Background: an optimization exercise with open tools, aiming at small area. Do not read the settings as production practice.
The RTL was checked by simulation tests, not by an equivalence proof against the original design.
No activity file was given, so power comes from the tool's default toggle rates. The flow treats the clock pin as an ideal source, which a real chip does not have.

==> run a <==
==> flow/design.v <==
module vospi_crc16 (
    input  wire [15:0] crc_in,
    input  wire [15:0] data,
    output reg  [15:0] crc_out
);
    integer i;
    reg fb;
    always @* begin
        crc_out = crc_in;
        for (i = 15; i >= 0; i = i - 1) begin
            fb      = crc_out[15] ^ data[i];
            crc_out = {crc_out[14:0], 1'b0} ^ (fb ? 16'h1021 : 16'h0000);
        end
    end
endmodule
module vospi_engine #(
    parameter LINE_WIDTH   = 80,
    parameter PPS          = 60,       
    parameter SEGS_MULTI   = 4,        
    parameter MARKER_ID    = 20,
    parameter QUIET_MS     = 200
) (
    input  wire        clk,
    input  wire        rst,
    input  wire        cmd_valid,
    output wire        cmd_ready,
    input  wire [2:0]  cmd_op,
    input  wire [7:0]  cmd_hint,
    input  wire        cfg_ok,
    output wire        cfg_req,
    output reg         rsp_valid,
    output reg  [1:0]  rsp_code,
    output wire        rsp_active,
    input  wire [31:0] now,
    output wire        xfer_start,
    output wire        xfer_abort,
    input  wire        rx_valid,
    output wire        rx_ready,
    input  wire [15:0] rx_data,
    input  wire        pool_avail,
    input  wire [3:0]  pool_slot,
    output wire        acq_take,
    output wire        rel_valid,
    output wire        rel_used,
    output wire [3:0]  rel_slot,
    output wire        mem_we,
    output wire [3:0]  mem_slot,
    output wire [15:0] mem_addr,
    output wire [15:0] mem_wdata
);
    localparam SEG_WORDS = PPS * LINE_WIDTH;
    localparam HALF      = LINE_WIDTH / 2;           
    localparam [7:0] NEG_HALF = 256 - HALF;          
    localparam [6:0] W_CRC = LINE_WIDTH, W_HDR0 = LINE_WIDTH + 1, W_HDR1 = LINE_WIDTH + 2;
    localparam [2:0] OP_INIT = 3'd0, OP_DEINIT = 3'd1, OP_ABORT = 3'd2,
                     OP_RESTART = 3'd3;
    localparam [1:0] RES_OK = 2'd0, RES_ERR_TRANSPORT = 2'd1, RES_ERR_STATE = 2'd2;
    localparam [1:0] S_IDLE = 2'd0, S_COPY = 2'd1, S_DONE = 2'd2, S_SER = 2'd3;
    reg        initialised;
    reg        multi_segment;
    reg        streaming;
    reg        capturing;
    reg [5:0]  exp_pid;
    reg [1:0]  exp_seg;
    reg        slot_valid;
    reg [3:0]  slot;
    reg [1:0]  state;
    reg [6:0]  widx;                   
    reg [6:0]  rpos;                   
    reg [15:0] crc;
    reg        h_skip;                 
    reg        h_rule2;
    reg        h_bad;                  
    reg        hold_valid;
    reg [15:0] hold;
    reg [15:0] ring [0:LINE_WIDTH-1];
    reg        ser_run;                
    reg        ser_cmp;                
    reg        ser_rsp;                
    reg        el_brw;                 
    reg        el_acc;                 
    wire idle     = (state == S_IDLE);
    wire last_pos = (rpos == LINE_WIDTH - 1);
    wire [7:0] rdiff   = {1'b0, rpos} - {1'b0, widx};
    wire       at_tail = (rpos == widx);
    wire       at_half = (rdiff == HALF) || (rdiff == NEG_HALF);
    wire       aligned = at_tail || at_half;
    wire   payload    = (widx < LINE_WIDTH);
    assign cmd_ready  = idle;
    wire   cmd_fire   = cmd_valid && idle;
    assign rx_ready   = idle && !cmd_valid &&
                        (!payload || !hold_valid ||
                         (aligned && widx != LINE_WIDTH - 1));
    wire   rx_fire    = rx_valid && rx_ready && streaming;
    wire   is_last    = (widx == W_CRC);
    wire   ins        = idle && streaming && payload &&
                        (hold_valid || (rx_valid && !cmd_valid));
    wire [15:0] ins_data = hold_valid ? hold : rx_data;
    assign rsp_active = initialised && streaming && capturing;
    wire [4:0] bit_k = rpos[4:0];      
    wire ser_end  = (state == S_SER) && ser_run && (rpos == 7'd31);
    wire n_bit    = now[bit_k];
    wire l_bit    = ring[LINE_WIDTH-1][0];
    wire brw_in   = (bit_k != 5'd0) && el_brw;
    wire d_bit    = n_bit ^ l_bit ^ brw_in;
    wire acc_next = (bit_k < 5'd3) ? 1'b0 :
                    (bit_k == 5'd6 || bit_k == 5'd7) ? (el_acc && d_bit) :
                    (el_acc || d_bit);
    wire quiet_ok = acc_next;          
    wire ser_load = (state == S_SER) && ser_run && !ser_cmp;
    always @(posedge clk) begin
        el_brw <= (!n_bit && l_bit) || (!(n_bit ^ l_bit) && brw_in);
        el_acc <= acc_next;
    end
    wire [15:0] crc_next;
    vospi_crc16 u_crc (
        .crc_in ((widx == W_HDR0) ? 16'h0000 : crc),
        .data   (rx_data),
        .crc_out(crc_next)
    );
    wire crc_ok = (((widx == W_HDR0) ? 16'h0000 : crc) == rx_data);
    wire [11:0] pkt_id  = rx_data[11:0];
    wire [2:0]  seg_raw = rx_data[14:12];
    wire c_dontcare = (pkt_id[11:8] == 4'hF);
    wire c_rule1    = (exp_pid == 6'd0) && (pkt_id != 12'd0);
    wire c_marker   = multi_segment && (pkt_id == MARKER_ID);
    wire c_rule2    = c_marker && (exp_seg == 2'd0) && (seg_raw != 3'd1);
    wire c_bad      = (pkt_id != {6'd0, exp_pid}) ||
                      (c_marker && (seg_raw != {1'b0, exp_seg} + 3'd1));
    wire ev        = rx_fire && is_last && initialised && capturing && !h_skip;
    wire ev_desync = ev && !h_rule2 && (h_bad || !crc_ok);
    wire ev_accept = ev && !h_rule2 && !h_bad && crc_ok;
    wire ev_acq    = ev_accept && !slot_valid && pool_avail;
    wire pid_wrap   = (exp_pid == PPS - 1);
    wire frame_done = pid_wrap && (!multi_segment || exp_seg == SEGS_MULTI - 1);
    wire done       = (state == S_DONE);
    assign cfg_req    = cmd_fire && (cmd_op == OP_INIT) && !initialised;
    assign xfer_abort = (cmd_fire && initialised && streaming &&
                         (cmd_op == OP_DEINIT || cmd_op == OP_ABORT)) || ev_desync;
    assign xfer_start = ser_end && ser_cmp && quiet_ok;
    wire   deinit_rel = cmd_fire && initialised && (cmd_op == OP_DEINIT) && slot_valid;
    assign acq_take  = ev_acq || (done && frame_done && pool_avail);
    assign rel_valid = (done && frame_done) || deinit_rel;
    assign rel_used  = !idle;
    assign rel_slot  = slot;
    wire [10:0] wline = exp_seg * (SEG_WORDS / 16) + exp_pid * (LINE_WIDTH / 16) + rpos[6:4];
    assign mem_we    = (state == S_COPY);
    assign mem_slot  = slot;
    assign mem_addr  = {wline, rpos[3:0], 1'b0};
    assign mem_wdata = ring[LINE_WIDTH-1];
    genvar gi;
    generate
        for (gi = 0; gi < LINE_WIDTH; gi = gi + 1) begin : g_ring
            if (gi == 0) begin : g_ins0
                wire [15:0] r0_in = (ins && at_tail) ? ins_data : ring[LINE_WIDTH-1];
                always @(posedge clk)
                    ring[gi] <= {r0_in[15:1], ser_load ? n_bit : r0_in[0]};
            end else if (gi == HALF) begin : g_ins1
                always @(posedge clk)
                    ring[gi] <= (ins && at_half) ? ins_data : ring[gi-1];
            end else begin : g_shift
                always @(posedge clk)
                    ring[gi] <= ring[gi-1];
            end
        end
    endgenerate
    always @(posedge clk) begin
        if (rst || last_pos)
            rpos <= 7'd0;
        else
            rpos <= rpos + 7'd1;
    end
    always @(posedge clk) begin
        rsp_valid  <= 1'b0;
        if (rst) begin
            initialised <= 1'b0;
            streaming   <= 1'b0;
            capturing   <= 1'b0;
            state       <= S_IDLE;
            widx        <= W_HDR0;
            hold_valid  <= 1'b0;
        end else begin
            if (cmd_fire) begin
                rsp_valid <= 1'b1;
                rsp_code  <= RES_OK;
                ser_run   <= 1'b0;
                ser_cmp   <= 1'b0;
                ser_rsp   <= 1'b1;
                case (cmd_op)
                OP_INIT: begin
                    if (initialised) begin
                        rsp_code <= RES_ERR_STATE;
                    end else begin
                        if (!cfg_ok) begin
                            rsp_code <= RES_ERR_TRANSPORT;
                        end else begin
                            multi_segment <= (cmd_hint > 8'd1);
                            exp_pid       <= 6'd0;
                            exp_seg       <= 2'd0;
                            streaming     <= 1'b0;
                            capturing     <= 1'b0;
                            slot_valid    <= 1'b0;
                            initialised   <= 1'b1;
                            rsp_valid     <= 1'b0;
                            state         <= S_SER;
                        end
                    end
                end
                OP_DEINIT, OP_ABORT: begin
                    if (!initialised) begin
                        rsp_code <= RES_ERR_STATE;
                    end else begin
                        streaming   <= 1'b0;
                        capturing   <= 1'b0;
                        exp_pid     <= 6'd0;
                        exp_seg     <= 2'd0;
                        widx        <= W_HDR0;
                        hold_valid  <= 1'b0;
                        if (cmd_op == OP_DEINIT) begin
                            slot_valid  <= 1'b0;
                            initialised <= 1'b0;
                        end
                        rsp_valid   <= 1'b0;
                        state       <= S_SER;
                    end
                end
                OP_RESTART: begin
                    if (initialised) begin
                        capturing <= 1'b1;
                        if (!streaming) begin
                            ser_cmp   <= 1'b1;
                            rsp_valid <= 1'b0;
                            state     <= S_SER;
                        end
                    end
                end
                default: ;
                endcase
            end
            if (rx_fire) begin
                crc <= crc_next;
                if (!payload)
                    widx <= (widx == W_HDR1) ? 7'd0 : widx + 7'd1;
                if (widx == W_HDR0) begin
                    h_skip  <= c_dontcare || c_rule1;
                    h_rule2 <= c_rule2;
                    h_bad   <= c_bad;
                end
                if (payload && (hold_valid || !aligned)) begin
                    hold       <= rx_data;
                    hold_valid <= 1'b1;
                end
            end
            if (ins && aligned) begin
                widx <= widx + 7'd1;
                if (!rx_fire)
                    hold_valid <= 1'b0;
            end
            if (ev) begin
                if (h_rule2) begin
                    exp_pid <= 6'd0;
                end else if (ev_desync) begin
                    streaming   <= 1'b0;
                    capturing   <= 1'b0;
                    exp_pid     <= 6'd0;
                    exp_seg     <= 2'd0;
                    ser_run     <= 1'b0;
                    ser_cmp     <= 1'b0;
                    ser_rsp     <= 1'b0;
                    state       <= S_SER;
                end else if (!slot_valid && !pool_avail) begin
                    capturing <= 1'b0;
                end else begin
                    if (!slot_valid) begin
                        slot_valid <= 1'b1;
                        slot       <= pool_slot;
                    end
                    state <= S_COPY;
                    widx  <= 7'd0;
                end
            end
            case (state)
            S_COPY: begin
                widx <= widx + 7'd1;
                if (widx == LINE_WIDTH - 1) begin
                    state <= S_DONE;
                    widx  <= W_HDR0;
                end
            end
            S_DONE: begin
                state <= S_IDLE;
                if (pid_wrap) begin
                    exp_pid <= 6'd0;
                    if (multi_segment)
                        exp_seg <= exp_seg + 2'd1;
                    if (frame_done) begin
                        if (pool_avail) begin
                            slot <= pool_slot;
                        end else begin
                            slot_valid <= 1'b0;
                            capturing  <= 1'b0;
                        end
                    end
                end else begin
                    exp_pid <= exp_pid + 6'd1;
                end
            end
            S_SER: begin
                if (last_pos)
                    ser_run <= 1'b1;
                if (ser_end) begin
                    state     <= S_IDLE;
                    rsp_valid <= ser_rsp;
                    if (ser_cmp && quiet_ok) begin
                        streaming  <= 1'b1;
                        widx       <= W_HDR0;
                        hold_valid <= 1'b0;
                    end
                end
            end
            default: ;
            endcase
        end
    end
endmodule
==> flow/flow/run.sh <==
#!/bin/bash
set -euo pipefail
export BUFFER_PORTS_ARGS="-buffer_cell sky130_fd_sc_hd__buf_1"
export CTS_ARGS="-sink_clustering_enable -repair_clock_nets -sink_clustering_size 34 -sink_clustering_max_diameter 100 -buf_list sky130_fd_sc_hd__clkbuf_16 -dont_use_dummy_load"
bash standard.sh > flow.log 2>&1
==> flow/standard.sh <==
#!/bin/bash
# synth_recipe.tcl (not shown) runs the flow's synth.tcl, then flattens the netlist and writes it again
# the make line also repeats each setting of config.mk as NAME=value (left out here)
make -C /OpenROAD-flow-scripts/flow DESIGN_CONFIG=/design/flow/config.mk WORK_HOME=/design/flow/orfs CLKGATE_MAP_FILE= SYNTH_SCRIPT=/design/flow/synth_recipe.tcl "${@:-finish}"
==> flow/config.mk <==
export PLATFORM = sky130hd
export DESIGN_NAME = vospi_engine
export DESIGN_NICKNAME = vospi_engine
export VERILOG_FILES = /design/flow/design.v
export SDC_FILE = /design/flow/constraint.sdc
export NUM_CORES = 4
export LEC_CHECK = 0
export CAP_MARGIN = 20
export CORE_MARGIN = 2
export CORE_UTILIZATION = 40
export CTS_BUF_LIST = sky130_fd_sc_hd__clkbuf_16
export CTS_CLUSTER_DIAMETER = 70
export CTS_CLUSTER_SIZE = 36
export SLEW_MARGIN = 20
==> flow/constraint.sdc <==
create_clock -name core_clock -period 10.0 [get_ports {clk}]
set_input_delay 2.0000 -clock core_clock [delete_from_list [all_inputs] [get_ports {clk}]]
set_output_delay 2.0000 -clock core_clock [all_outputs]
set_load 0.01 [all_outputs]
==> run b (differences from run a) <==
--- a/flow/design.v
+++ b/flow/design.v
@@ -66,2 +66,3 @@
     reg [3:0]  slot;
+    reg [15:0] lr_lo, lr_hi;           
     reg [1:0]  state;
@@ -77,2 +78,3 @@
     reg        ser_run;                
+    reg        ser_hi;                 
     reg        ser_cmp;                
@@ -99,6 +101,10 @@
     assign rsp_active = initialised && streaming && capturing;
-    wire [4:0] bit_k = rpos[4:0];      
-    wire ser_end  = (state == S_SER) && ser_run && (rpos == 7'd31);
-    wire n_bit    = now[bit_k];
-    wire l_bit    = ring[LINE_WIDTH-1][0];
+    wire [3:0] bit_j = rpos[3:0];
+    wire [4:0] bit_k = {ser_hi, bit_j};
+    wire turn_end = (state == S_SER) && ser_run && (bit_j == 4'd15);
+    wire ser_end  = turn_end && (ser_hi || !ser_cmp);
+    wire n_lo     = now[bit_j];
+    wire n_hi     = now[16 + bit_j];
+    wire n_bit    = ser_hi ? n_hi : n_lo;
+    wire l_bit    = ser_hi ? lr_hi[0] : lr_lo[0];
     wire brw_in   = (bit_k != 5'd0) && el_brw;
@@ -111,2 +117,4 @@
     always @(posedge clk) begin
+        lr_lo  <= {ser_load ? n_lo : lr_lo[0], lr_lo[15:1]};
+        lr_hi  <= {ser_load ? n_hi : lr_hi[0], lr_hi[15:1]};
         el_brw <= (!n_bit && l_bit) || (!(n_bit ^ l_bit) && brw_in);
@@ -120,3 +128,3 @@
     );
-    wire crc_ok = (((widx == W_HDR0) ? 16'h0000 : crc) == rx_data);
+    wire crc_ok = (crc_next == 16'h0000);
     wire [11:0] pkt_id  = rx_data[11:0];
@@ -154,5 +162,4 @@
             if (gi == 0) begin : g_ins0
-                wire [15:0] r0_in = (ins && at_tail) ? ins_data : ring[LINE_WIDTH-1];
                 always @(posedge clk)
-                    ring[gi] <= {r0_in[15:1], ser_load ? n_bit : r0_in[0]};
+                    ring[gi] <= (ins && at_tail) ? ins_data : ring[LINE_WIDTH-1];
             end else if (gi == HALF) begin : g_ins1
@@ -186,2 +193,3 @@
                 ser_run   <= 1'b0;
+                ser_hi    <= 1'b0;
                 ser_cmp   <= 1'b0;
@@ -267,2 +275,3 @@
                     ser_run     <= 1'b0;
+                    ser_hi      <= 1'b0;
                     ser_cmp     <= 1'b0;
@@ -308,4 +317,6 @@
             S_SER: begin
-                if (last_pos)
+                if (bit_j == 4'd15)
                     ser_run <= 1'b1;
+                if (turn_end)
+                    ser_hi <= 1'b1;
                 if (ser_end) begin
==> flow/flow/run.sh (replaced) <==
#!/bin/bash
set -euo pipefail
export BUFFER_PORTS_ARGS="-buffer_cell sky130_fd_sc_hd__buf_1"
export CTS_ARGS="-sink_clustering_enable -repair_clock_nets -sink_clustering_size 40 -sink_clustering_max_diameter 45 -buf_list sky130_fd_sc_hd__clkbuf_16 -dont_use_dummy_load"
bash standard.sh > flow.log 2>&1
- CORE_UTILIZATION: 40 -> 70
- CTS_BUF_LIST: sky130_fd_sc_hd__clkbuf_16 -> unset
- CTS_CLUSTER_DIAMETER: 70 -> unset
- CTS_CLUSTER_SIZE: 36 -> unset
- PLACE_DENSITY: unset -> 0.8
==> summary.txt <==
Status -> timing/DRC/antenna clean
Nonclk inv count -> 54
Most frequent cells after synthesis -> dfxtp_1, nor2_1, nand2_1, xnor2_1, edfxtp_1
FFs & Latches -> 1390
Num rows -> 79
Worst R2R End -> hold[8]
Starting Density -> 71.19%
Synth Area in Simple Gates -> 3.597%
#FFs+latches synth -> 1390
Drt initial violations -> 1107
Area of the core -> 46750 µm²
Multi-input gate share of total cell area -> 12.34%
Logic pwr share -> 3.1%
Clock Sinks -> 1390
# the run above: run b

==> summary.txt <==
Multi-input gate share of total cell area -> 12.05%
Starting Density -> 40.31%
#FFs+latches synth -> 1357
Status -> timing/DRC/antenna clean
FFs & Latches -> 1357
Area of the core -> 80420 µm²
Most frequent cells after synthesis -> dfxtp_1, nand2_1, nor2_1, xnor2_1, o21ai_0
Num rows -> 104
Drt initial violations -> 668
Logic pwr share -> 2.9%
Nonclk inv count -> 57
Worst R2R End -> crc[13]
# the run above: run a

## static timing again, ports no longer ideal
How much do the figures lean on ideal ports? The routed layouts below were timed once more, with nothing changed but the port constraints.
Step 1 (the two cells are an assumption about what drives the block):
set clk [get_ports {clk}]
set_driving_cell -lib_cell sky130_fd_sc_hd__clkbuf_16 $clk
set_driving_cell -lib_cell sky130_fd_sc_hd__buf_2 [delete_from_list [all_inputs] $clk]
Step 2, shift: input delay + t, output delay - t, t = (earliest + latest rising clock arrival at the registers) / 2. This alone moves slack from input paths to output paths.
a / b / c = ideal ports / drivers / drivers and shift; a / b = the first two.
run | t, ns | setup WS [ns] | pins driven straight from the clock port
run a | 0.657 | 3.189 / 3.081 / 3.081 | 1
run b | 0.663 | 2.548 / 2.522 / 2.522 | 1
After both steps every run listed still meets setup and hold. For run a, which loses most, drivers alone change the setup slack by -0.108 ns; drivers and shift together by -0.108 ns.
